What follows belongs to an exercise in optimizing a design on an open flow for small area; a production flow would make more cautious choices. Function was checked by simulation only, so behaviour that the tests miss may differ from the original. Power figures rest on the tool's default switching activity, not on a simulated workload.

==> design/flow/design.v <==
module tilt_profile_rom (
    input  wire [4:0]         addr,
    output reg  signed [31:0] data
);
    always @(*) begin
        case (addr)
            5'd0:  data = 32'sd600;
            5'd1:  data = 32'sd520;
            5'd2:  data = 32'sd450;
            5'd3:  data = 32'sd390;
            5'd4:  data = 32'sd340;
            5'd5:  data = 32'sd300;
            5'd6:  data = 32'sd270;
            5'd7:  data = 32'sd250;
            5'd8:  data = 32'sd240;
            5'd9:  data = 32'sd240;
            5'd10: data = 32'sd240;
            5'd11: data = 32'sd240;
            5'd12: data = 32'sd240;
            5'd13: data = 32'sd240;
            5'd14: data = 32'sd240;
            5'd15: data = 32'sd250;
            5'd16: data = 32'sd270;
            5'd17: data = 32'sd300;
            5'd18: data = 32'sd340;
            5'd19: data = 32'sd390;
            5'd20: data = 32'sd450;
            5'd21: data = 32'sd520;
            5'd22: data = 32'sd600;
            5'd23: data = 32'sd700;
            5'd24: data = 32'sd0;
            5'd25: data = 32'sd300;
            5'd26: data = 32'sd300;
            5'd27: data = 32'sd300;
            5'd28: data = 32'sd300;
            5'd29: data = 32'sd300;
            5'd30: data = 32'sd300;
            default: data = 32'sd300;
        endcase
    end
endmodule
module tilt_xchg #(
    parameter integer T_GUARD_BYTE = 2,    
    parameter integer T_GUARD_XACT = 4     
) (
    input  wire        clk,
    input  wire        rst,
    input  wire        en,
    input  wire        start,       
    input  wire [19:0] word,
    output wire        busy,
    output wire        done,        
    output wire [19:0] resp,
    output reg         cs_line,
    output reg  [7:0]  link_tx,
    output reg         link_tx_stb,
    output reg         link_rx_ack,
    input  wire [7:0]  link_rx,
    input  wire        link_txe,
    input  wire        link_rxne,
    input  wire        link_bsy
);
    localparam [2:0] X_IDLE  = 3'd0,
                     X_TXE   = 3'd1,
                     X_RXNE  = 3'd2,
                     X_GBYTE = 3'd3,
                     X_BSY   = 3'd4,
                     X_GXACT = 3'd5;
    localparam [7:0] GBYTE_LAST = T_GUARD_BYTE - 1;
    localparam [7:0] GXACT_LAST = T_GUARD_XACT - 1;
    reg [2:0]  state;
    reg [1:0]  idx;
    reg [7:0]  gcnt;
    reg [23:0] tx_frame;
    reg [23:0] rx_frame;
    assign busy = (state != X_IDLE);
    assign done = en && (state == X_GXACT) && (gcnt == 8'd0);
    assign resp = rx_frame[23:4];
    wire [7:0] tx_byte = (idx == 2'd0) ? tx_frame[23:16] :
                         (idx == 2'd1) ? tx_frame[15:8]  : tx_frame[7:0];
    always @(posedge clk) begin
        if (rst) begin
            state       <= X_IDLE;
            idx         <= 2'd0;
            gcnt        <= 8'd0;
            tx_frame    <= 24'd0;
            rx_frame    <= 24'd0;
            cs_line     <= 1'b0;
            link_tx     <= 8'd0;
            link_tx_stb <= 1'b0;
            link_rx_ack <= 1'b0;
        end else begin
            link_tx_stb <= 1'b0;
            link_rx_ack <= 1'b0;
            if (en) begin
                case (state)
                    X_IDLE: if (start) begin
                        tx_frame <= {4'b0000, word};
                        idx      <= 2'd0;
                        cs_line  <= 1'b1;
                        state    <= X_TXE;
                    end
                    X_TXE: if (link_txe) begin
                        link_tx     <= tx_byte;
                        link_tx_stb <= 1'b1;
                        state       <= X_RXNE;
                    end
                    X_RXNE: if (link_rxne) begin
                        link_rx_ack <= 1'b1;
                        case (idx)
                            2'd0:    rx_frame[23:16] <= link_rx;
                            2'd1:    rx_frame[15:8]  <= link_rx;
                            default: rx_frame[7:0]   <= link_rx;
                        endcase
                        if (idx == 2'd2) begin
                            state <= X_BSY;
                        end else begin
                            gcnt  <= GBYTE_LAST;
                            state <= X_GBYTE;
                        end
                    end
                    X_GBYTE: begin
                        if (gcnt == 8'd0) begin
                            idx   <= idx + 2'd1;
                            state <= X_TXE;
                        end else begin
                            gcnt <= gcnt - 8'd1;
                        end
                    end
                    X_BSY: if (!link_bsy) begin
                        cs_line <= 1'b0;
                        gcnt    <= GXACT_LAST;
                        state   <= X_GXACT;
                    end
                    X_GXACT: begin
                        if (gcnt == 8'd0)
                            state <= X_IDLE;
                        else
                            gcnt <= gcnt - 8'd1;
                    end
                    default: state <= X_IDLE;
                endcase
            end
        end
    end
endmodule
module tilt_core (
    input  wire        clk,
    input  wire        rst,             
    input  wire        tick_ev,
    input  wire        tmr_exp_ev,
    input  wire        home_in,
    input  wire        sg_in,
    input  wire [7:0]  link_rx,
    input  wire        link_txe,
    input  wire        link_rxne,
    input  wire        link_bsy,
    output wire        csn_pin,
    output wire        en_pin,
    output wire        dir_pin,
    output wire        step_pin,
    output wire [7:0]  link_tx,
    output wire        link_tx_stb,
    output wire        link_rx_ack,
    output reg  [31:0] tmr_period,
    output reg         tmr_run,
    output reg         telem_valid,
    output reg  [9:0]  telem_position,
    output reg  [9:0]  telem_sg,
    output reg  [4:0]  telem_cs,
    output reg  [7:0]  telem_status,
    output reg         debug_ev
);
    localparam signed [31:0] STEPS_UPPER      = 32'sd30;    
    localparam signed [31:0] STEPS_LOWER      = -32'sd25;   
    localparam [31:0]        HOMING_PERIOD    = 32'd1000;
    localparam [31:0]        DEFAULT_PERIOD   = 32'd500;
    localparam [31:0]        PROFILE_LEN      = 32'd32;
    localparam [31:0]        TESTDELAY_TICKS  = 32'd3;
    localparam [31:0]        TEST_TICK_BUDGET = 32'd3;
    localparam signed [31:0] FLAG_WIDTH_STEPS = 32'sd16;
    localparam [1:0]         TESTDELAY_KIND   = 2'd0;       
    localparam [19:0]        DRVCONF_RO_BASE  = 20'hEF000;
    function [19:0] init_word(input [2:0] i);
        case (i)
            3'd0:    init_word = 20'h00104;
            3'd1:    init_word = 20'h901B4;
            3'd2:    init_word = 20'hA8202;
            3'd3:    init_word = 20'hD001F;
            default: init_word = 20'hEF040;
        endcase
    endfunction
    localparam [2:0] S_INIT  = 3'd0,
                     S_HOME  = 3'd1,
                     S_DELAY = 3'd2,
                     S_TILT  = 3'd3,
                     S_TCW   = 3'd4,
                     S_TCCW  = 3'd5,
                     S_ERROR = 3'd6;
    localparam [1:0] D_STOP = 2'd0,
                     D_CW   = 2'd1,
                     D_CCW  = 2'd2;
    localparam [2:0] TK_IDLE     = 3'd0,
                     TK_INIT_GO  = 3'd1,
                     TK_INIT_WT  = 3'd2,
                     TK_SR1_GO   = 3'd3,
                     TK_SR1_WT   = 3'd4,
                     TK_SR2_GO   = 3'd5,
                     TK_SR2_WT   = 3'd6;
    reg [19:0]        reg_cache [0:4];
    reg [4:0]         reg_valid;
    reg [1:0]         direction;
    reg signed [31:0] steps;
    reg [2:0]         state;
    reg [31:0]        ticks;
    reg [31:0]        profile_idx;
    reg               profile_active;
    reg [1:0]         sweep_dir;
    reg               en_line;
    reg               dir_line;
    reg               step_line;
    reg               pend_tick, pend_step, pend_home, pend_stall;
    reg               home_prev, sg_prev;
    reg [2:0]         tk;
    reg [2:0]         init_idx;
    reg [19:0]        sr_word;
    wire serve_home  = pend_home;
    wire serve_step  = !pend_home && pend_step;
    wire serve_stall = !pend_home && !pend_step && pend_stall;
    wire go          = !(pend_home || pend_step || pend_stall);
    wire serve_tick  = go && (tk == TK_IDLE) && pend_tick;
    wire home_edge = (home_in != home_prev);
    wire sg_edge   = (sg_in != sg_prev);
    wire [19:0] sr_base        = reg_valid[4] ? reg_cache[4] : DRVCONF_RO_BASE;
    wire [19:0] sr_select_word = (sr_base & ~20'h00030) | ({18'd0, TESTDELAY_KIND} << 4);
    wire        x_start = go && ((tk == TK_INIT_GO) || (tk == TK_SR1_GO) || (tk == TK_SR2_GO));
    wire [19:0] x_word  = (tk == TK_INIT_GO) ? init_word(init_idx) :
                          (tk == TK_SR1_GO)  ? sr_select_word : sr_word;
    wire        x_busy, x_done;
    wire [19:0] x_resp;
    wire        cs_line;
    tilt_xchg u_xchg (
        .clk         (clk),
        .rst         (rst),
        .en          (go),
        .start       (x_start),
        .word        (x_word),
        .busy        (x_busy),
        .done        (x_done),
        .resp        (x_resp),
        .cs_line     (cs_line),
        .link_tx     (link_tx),
        .link_tx_stb (link_tx_stb),
        .link_rx_ack (link_rx_ack),
        .link_rx     (link_rx),
        .link_txe    (link_txe),
        .link_rxne   (link_rxne),
        .link_bsy    (link_bsy)
    );
    wire [31:0]        idx_next = profile_idx + 32'd1;
    wire signed [31:0] prof_next;
    wire signed [31:0] prof_first;
    tilt_profile_rom u_rom_next  (.addr(idx_next[4:0]), .data(prof_next));
    tilt_profile_rom u_rom_first (.addr(5'd0),          .data(prof_first));
    wire signed [31:0] steps_stepped =
        (direction == D_CW)  ? steps + 32'sd1 :
        (direction == D_CCW) ? steps - 32'sd1 : steps;
    wire out_of_bounds = (steps > STEPS_UPPER) || (steps < STEPS_LOWER);
    wire [31:0] ticks_inc = (ticks == 32'hFFFF_FFFF) ? ticks : ticks + 32'd1;
    reg               rec_valid;
    reg signed [31:0] rec_value;
    always @(*) begin
        rec_valid = 1'b1;
        rec_value = 32'sd0;
        case (direction)
            D_CW:    rec_value = home_in ? -FLAG_WIDTH_STEPS : 32'sd0;
            D_CCW:   rec_value = home_in ? 32'sd0 : -FLAG_WIDTH_STEPS;
            default: rec_valid = 1'b0;
        endcase
    end
    assign csn_pin  = !cs_line;
    assign en_pin   = !en_line;
    assign dir_pin  = dir_line;
    assign step_pin = step_line;
    integer i;
    always @(posedge clk) begin
        if (rst) begin
            for (i = 0; i < 5; i = i + 1)
                reg_cache[i] <= 20'd0;
            reg_valid      <= 5'd0;
            direction      <= D_STOP;
            steps          <= 32'sd0;
            state          <= S_INIT;
            ticks          <= 32'd0;
            profile_idx    <= 32'd0;
            profile_active <= 1'b0;
            sweep_dir      <= D_CW;
            tmr_period     <= 32'd0;
            tmr_run        <= 1'b0;
            en_line        <= 1'b0;
            dir_line       <= 1'b0;
            step_line      <= 1'b0;
            pend_tick      <= 1'b0;
            pend_step      <= 1'b0;
            pend_home      <= 1'b0;
            pend_stall     <= 1'b0;
            home_prev      <= home_in;
            sg_prev        <= sg_in;
            tk             <= TK_IDLE;
            init_idx       <= 3'd0;
            sr_word        <= 20'd0;
            telem_valid    <= 1'b0;
            telem_position <= 10'd0;
            telem_sg       <= 10'd0;
            telem_cs       <= 5'd0;
            telem_status   <= 8'd0;
            debug_ev       <= 1'b0;
        end else begin
            telem_valid <= 1'b0;
            debug_ev    <= 1'b0;
            home_prev  <= home_in;
            sg_prev    <= sg_in;
            pend_home  <= (pend_home  && !serve_home)  || home_edge;
            pend_step  <= (pend_step  && !serve_step)  || (tmr_exp_ev && tmr_run);
            pend_stall <= (pend_stall && !serve_stall) || sg_edge;
            pend_tick  <= (pend_tick  && !serve_tick)  || tick_ev;
            if (serve_home) begin
                if (rec_valid) begin
                    steps <= rec_value;
                    if (state == S_HOME && rec_value == 32'sd0) begin
                        state          <= S_DELAY;
                        ticks          <= 32'd0;
                        profile_active <= 1'b0;
                    end
                end
            end else if (serve_step) begin
                case (state)
                    S_HOME, S_TCW, S_TCCW: begin
                        step_line <= !step_line;
                        steps     <= steps_stepped;
                    end
                    S_TILT: if (profile_active) begin
                        profile_idx <= idx_next;
                        step_line   <= !step_line;
                        steps       <= steps_stepped;
                        if (idx_next >= PROFILE_LEN || prof_next <= 32'sd0)
                            profile_active <= 1'b0;
                        else
                            tmr_period <= prof_next;
                    end
                    default: ;
                endcase
            end else if (serve_stall) begin
                debug_ev <= 1'b1;
            end else if (serve_tick) begin
                if (state == S_ERROR) begin
                end else if (state != S_INIT && state != S_HOME && out_of_bounds) begin
                    state          <= S_HOME;
                    ticks          <= 32'd0;
                    profile_active <= 1'b0;
                end else begin
                    ticks <= ticks_inc;
                    case (state)
                        S_INIT: begin
                            init_idx <= 3'd0;
                            tk       <= TK_INIT_GO;
                        end
                        S_HOME: if (ticks_inc == 32'd1) begin
                            tmr_period <= HOMING_PERIOD;
                            tmr_run    <= 1'b1;
                            if (home_in) begin
                                direction <= D_CW;
                                dir_line  <= 1'b1;
                            end else begin
                                direction <= D_CCW;
                                dir_line  <= 1'b0;
                            end
                        end
                        S_DELAY: begin
                            if (ticks_inc == 32'd1)
                                tk <= TK_SR1_GO;
                            else if (ticks_inc >= TESTDELAY_TICKS) begin
                                state          <= S_TILT;
                                ticks          <= 32'd0;
                                profile_active <= 1'b0;
                            end
                        end
                        S_TILT: begin
                            if (ticks_inc == 32'd1) begin
                                direction   <= sweep_dir;
                                dir_line    <= (sweep_dir == D_CW);
                                sweep_dir   <= (sweep_dir == D_CW) ? D_CCW : D_CW;
                                profile_idx <= 32'd0;
                                if (PROFILE_LEN > 0 && prof_first > 32'sd0) begin
                                    tmr_period     <= prof_first;
                                    tmr_run        <= 1'b1;
                                    profile_active <= 1'b1;
                                end
                            end else if (!profile_active) begin
                                ticks          <= 32'd0;
                                profile_active <= 1'b0;
                            end
                        end
                        S_TCW, S_TCCW: begin
                            if (ticks_inc == 32'd1) begin
                                en_line    <= 1'b1;
                                tmr_period <= DEFAULT_PERIOD;
                                tmr_run    <= 1'b1;
                                direction  <= (state == S_TCW) ? D_CW : D_CCW;
                                dir_line   <= (state == S_TCW);
                            end
                            if (ticks_inc >= TEST_TICK_BUDGET) begin
                                en_line        <= 1'b0;
                                state          <= (state == S_TCW) ? S_TCCW : S_TCW;
                                ticks          <= 32'd0;
                                profile_active <= 1'b0;
                            end
                        end
                        default: ;
                    endcase
                end
            end else if (go) begin
                case (tk)
                    TK_INIT_GO: tk <= TK_INIT_WT;
                    TK_INIT_WT: if (x_done) begin
                        reg_cache[init_idx] <= init_word(init_idx);
                        reg_valid[init_idx] <= 1'b1;
                        if (init_idx == 3'd4) begin
                            en_line        <= 1'b1;
                            state          <= S_HOME;
                            ticks          <= 32'd0;
                            profile_active <= 1'b0;
                            tk             <= TK_IDLE;
                        end else begin
                            init_idx <= init_idx + 3'd1;
                            tk       <= TK_INIT_GO;
                        end
                    end
                    TK_SR1_GO: begin
                        sr_word <= sr_select_word;
                        tk      <= TK_SR1_WT;
                    end
                    TK_SR1_WT: if (x_done) begin
                        reg_cache[4] <= sr_word;
                        reg_valid[4] <= 1'b1;
                        tk           <= TK_SR2_GO;
                    end
                    TK_SR2_GO: tk <= TK_SR2_WT;
                    TK_SR2_WT: if (x_done) begin
                        telem_valid    <= 1'b1;
                        telem_status   <= x_resp[7:0];
                        telem_position <= (TESTDELAY_KIND == 2'd0) ? x_resp[19:10] : 10'd0;
                        telem_sg       <= (TESTDELAY_KIND == 2'd1) ? x_resp[19:10] :
                                          (TESTDELAY_KIND == 2'd2) ? {5'd0, x_resp[19:15]} : 10'd0;
                        telem_cs       <= (TESTDELAY_KIND == 2'd2) ? x_resp[14:10] : 5'd0;
                        tk             <= TK_IDLE;
                        if (ticks >= TESTDELAY_TICKS) begin
                            state          <= S_TILT;
                            ticks          <= 32'd0;
                            profile_active <= 1'b0;
                        end
                    end
                    default: ;
                endcase
            end
        end
    end
endmodule
==> design/flow/run.sh <==
#!/bin/bash
# synth_recipe.tcl (not shown) runs the flow's synth.tcl, then flattens the netlist and writes it again
# the make line also repeats each setting of config.mk as NAME=value (left out here)
make -C /OpenROAD-flow-scripts/flow DESIGN_CONFIG=/design/flow/config.mk WORK_HOME=/design/flow/orfs CLKGATE_MAP_FILE= SYNTH_SCRIPT=/design/flow/synth_recipe.tcl finish
==> design/flow/config.mk <==
export PLATFORM = sky130hd
export DESIGN_NAME = tilt_core
export DESIGN_NICKNAME = tilt_core
export VERILOG_FILES = /design/flow/design.v
export SDC_FILE = /design/flow/constraint.sdc
export NUM_CORES = 4
export LEC_CHECK = 0
export CAP_MARGIN = 20
export CORE_MARGIN = 2
export CORE_UTILIZATION = 40
export SLEW_MARGIN = 20
==> design/flow/constraint.sdc <==
create_clock -name core_clock -period 10.0 [get_ports {clk}]
set_input_delay 2.0000 -clock core_clock [delete_from_list [all_inputs] [get_ports {clk}]]
set_output_delay 2.0000 -clock core_clock [all_outputs]
set_load 0.01 [all_outputs]
==> flow_summary.json <==
{
  "clk_path_buf_depth": 3,
  "yosys_warnings": 3,
  "insertion_delay_ns": 0.59,
  "synth_edf_count": 18,
  "skew_ns": 0.0129,
  "post_cts_buffers": 0,
  "critical_path_arrival_ns": 5.44,
  "yosysSeqAreaShare": 0.336,
  "crit_type": "reg -> reg",
  "grt_pass1_vias": 13600,
  "p_per_area_mw_per_mm2": 146,
  "synth_top_family_by_area": "simple AND/OR/NAND/NOR gates",
  "syn_area_mm2": 0.0154,
  "fin_tns_setup_ns": 0,
  "vias": 14700,
  "nFillCells": 3891,
  "firstDrtPassIters": 5,
  "reg2reg_from": "ticks[0]",
  "portBuffers": 60,
  "crit_path_end": "profile_idx[23]",
  "cp_num_buf_inv": 0,
  "die_w_um": 200,
  "hold_ws_ns": 0.448,
  "htree_levels": 1,
  "ys_seq_elements": 250,
  "worst-slew-pin-transition_ns": 0.934,
  "crit_family": "simple AND/OR/NAND/NOR gates",
  "cellLeakagePower_uw": 0.00632,
  "clock_sinks": 250,
  "r2r_slack_ns": 5.00,
  "gp_congestion": 0.889,
  "layout_setup_ws_ns": 5.00,
  "drc": 0,
  "dp.cells": 2456,
  "worstSetupPathDepth": 10,
  "cts_root_buffer": "clkbuf_16",
  "yosysTopAreaCellShare": 0.301,
  "initial_core_util": 0.408,
  "final_area_mm2": 0.0171,
  "layout.cells.non_filler": 2507,
  "cp.required_ns": 10.43,
  "fp.dieH_um": 200,
  "synthAdderAreaFrac": 0.0418,
  "async_flop_share": 0,
  "syn_inst": 1999,
  "rr_endpoint": "profile_idx[23]",
  "ir_drop_mv": 0.139,
  "synthMuxAreaShare": 0.0323,
  "synth-main-ff-cell": "dfxtp_1",
  "min_period_ns": 5.00,
  "finalMaxSlewViolations": 0,
  "hold_viol_final": 0,
  "via_per_inst": 5.85,
  "place_area_mm2": 0.0162,
  "drt_iter0_markers": 938,
  "syn_avg_cell_area_um2": 7.72,
  "yosysTopAreaCell": "dfxtp_1",
  "path_max_fanout": 19,
  "cts_made_buffers": 30,
  "drt-total-wl_um": 43100,
  "max_freq_mhz": 200,
  "hold_buffers": 0,
  "startpoint": "ticks[0]",
  "synthToLayoutAreaGrowth_pct": 10.8,
  "setup_violations": 0,
  "slowest_delay_ns": 0.77,
  "drive_above_1_share": 0.0466,
  "worstRegToRegCells": 10,
  "grt_start_max_net_pins": 88,
  "synth_xor_area_frac": 0.0357,
  "place_ws_ns": 4.58,
  "io_pins": 99,
  "status": "no timing/DRC/antenna violations",
  "yosys-top-cells-area": "dfxtp_1 (30%), nand2_1 (5.5%), a21oi_1 (5.5%)",
  "grt_pass1_wl_um": 71500,
  "dpl.hpwl_um": 29600,
  "cts_tree": "done",
  "synth_cell_types": 90,
  "cp_cell_sequence": "ha_1 -> nand2_1 -> nor4_4 -> nand3_1 -> a311oi_1 -> o211ai_1 -> nor3_1 -> a32oi_2 -> nor2_4 -> a311oi_1",
  "maxSlewHeadroom": 0.372,
  "synth_most_common_cell": "dfxtp_1",
  "drv_cap": 0,
  "ant_nets": 0,
  "crit_path_frequent_cell": "a311oi_1",
  "antenna_found_initial": 0,
  "hold_class": "reg -> reg",
  "core_area_mm2": 0.0378,
  "nNetsFinal": 2045,
  "path_clk_slew_ns": 0.06,
  "wire_per_inst_um": 17.2,
  "cts_resized": 0,
  "diodes": 0,
  "die_area_mm2": 0.0402,
  "fin_crit_sh": 0.500,
  "cp-end-kind": "flop",
  "synthTopCellsByCount": "dfxtp_1 (232), nand2_1 (227), nor2_1 (221)",
  "synthSimpleGateAreaFrac": 0.261,
  "row_count": 71,
  "cp-start-kind": "flop",
  "slowest_stage": "nor3_1",
  "grt_usage": 0.209,
  "grt_overflow_total": 0,
  "synth-compound-area-share": 0.228,
  "rsz0062_at_grt": "no"
}
-- state kept, by name, summed over array words and instances (netlist names), 2 cells and up --
register / cells
direction: 2
init_idx: 3
profile_idx: 32
reg_cache: 18
sr_word: 20
state: 3
steps: 32
sweep_dir: 2
telem_position: 10
telem_status: 8
ticks: 32
tk: 3
tmr_period: 9
u_xchg.gcnt: 8
u_xchg.idx: 2
u_xchg.link_tx: 8
u_xchg.rx_frame: 18
u_xchg.state: 3
u_xchg.tx_frame: 20
-- cells by family (layout without fill, tap and decap cells) --
| family | after synthesis | count (layout) |
|---|---|---|
| AOI/OAI and AO/OA | 529 | 529 |
| xor gates and xnor gates | 63 | 63 |
| adders and majority gates | 51 | 51 |
| buffers and inverters | 222 | 182 |
| DFF | 250 | 250 |
| muxes | 49 | 49 |
| other | 1 | 38 |
| and+or+nand+nor | 834 | 834 |
-- per-stage QoR --
stage | total power, uW | utilization
floorplan | 1400 | -
global placement | 1490 | 0.427
detailed placement | 1500 | 0.428
CTS | 2530 | 0.452
global route | 2620 | 0.452
finish | 2510 | 0.452
-- where the power goes --
group	internal (uW)	total [uW]	switching, uW
clock	590	1030	436
combinational	140	406	267
sequential	1040	1070	35.6
-- cells in the final DEF, fill, tap and decap left out, drive strengths merged, types with 8 or more instances in the layout --
master,instances
a21oi,170
o21ai,97
mux2i,42
nor4,38
buf,20
o31ai,13
nand4,43
a41o,17
conb,38
clkdlybuf4s50,59
inv,52
a211oi,44
xor2,23
a311oi,34
o21a,13
or2,8
and2,17
o211ai,15
nand2b,10
or3,32
a21o,15
xnor2,40
clkbuf,47
edfxtp,18
nand2,227
nand3,68
ha,50
and3,37
nor3,79
dfxtp,232
nor2b,22
nor2,222
a31oi,29
and4,13
-- layout make-up --
class	count	area, um2	area share
inverter	52	195	0.0114
multi-input combinational	1564	9420	0.551
clock inverter	4	52.6	0.00307
clock buffer	47	865	0.0505
timing repair buffer	79	752	0.0439
sequential	250	5180	0.303
tap	511	639	0.0374
-- layer usage --
metal  global-route usage  wire length (um)  up-vias
met4               0.0516               833        0
met1                0.294             20100     6997
li1                     -                 -     7218
met3               0.0261              2170       57
met2                0.342             20000      385
met5                    0                 0        -
-- worst min-delay path: cells and delay by family (launching register included) --
family | cells | cell delay [ns]
flops | 1 | 0.30
simple gates | 1 | 0.05
compound gates | 1 | 0.05
-- how the worst min path moves through the flow --
| stage | start | endpoint | cells past startpoint | slack, ns |
|---|---|---|---|---|
| 2_1_floorplan | u_xchg.tx_frame[2] | u_xchg.tx_frame[2] | 2 | 0.43 |
| 4_1_cts | u_xchg.rx_frame[15] | telem_position[1] | 2 | 0.45 |
| 5_1_grt | u_xchg.rx_frame[19] | telem_position[5] | 2 | 0.46 |
| 3_3_place_gp | u_xchg.rx_frame[19] | telem_position[5] | 2 | 0.44 |
| 6_report | u_xchg.rx_frame[19] | telem_position[5] | 2 | 0.45 |
| 3_5_place_dp | u_xchg.rx_frame[15] | telem_position[1] | 2 | 0.45 |

==> re-timing with driven ports <==
Ports are ideal in the flow. The routed layout listed here was re-timed in OpenROAD.
Step 1 sets driving cells, clkbuf_16 on the clock port and buf_2 on the other inputs (assumed; they add their load-dependent delay and slew).
Step 2, shift: input delay + t, output delay - t, t = (earliest + latest rising clock arrival at the registers) / 2. This alone moves slack from input paths to output paths.
Three values: ideal, step 1, step 2; two values: the first two.
shift t [ns]: 0.636
setup WS [ns]: 4.996 / 4.996 / 4.614
worst setup path at the end: input to register
worst slew at a driven data input, ns: 0.07
After both steps setup and hold are still met in this run. For this run, drivers alone change the setup slack by 0.000 ns; drivers and shift together by -0.382 ns.
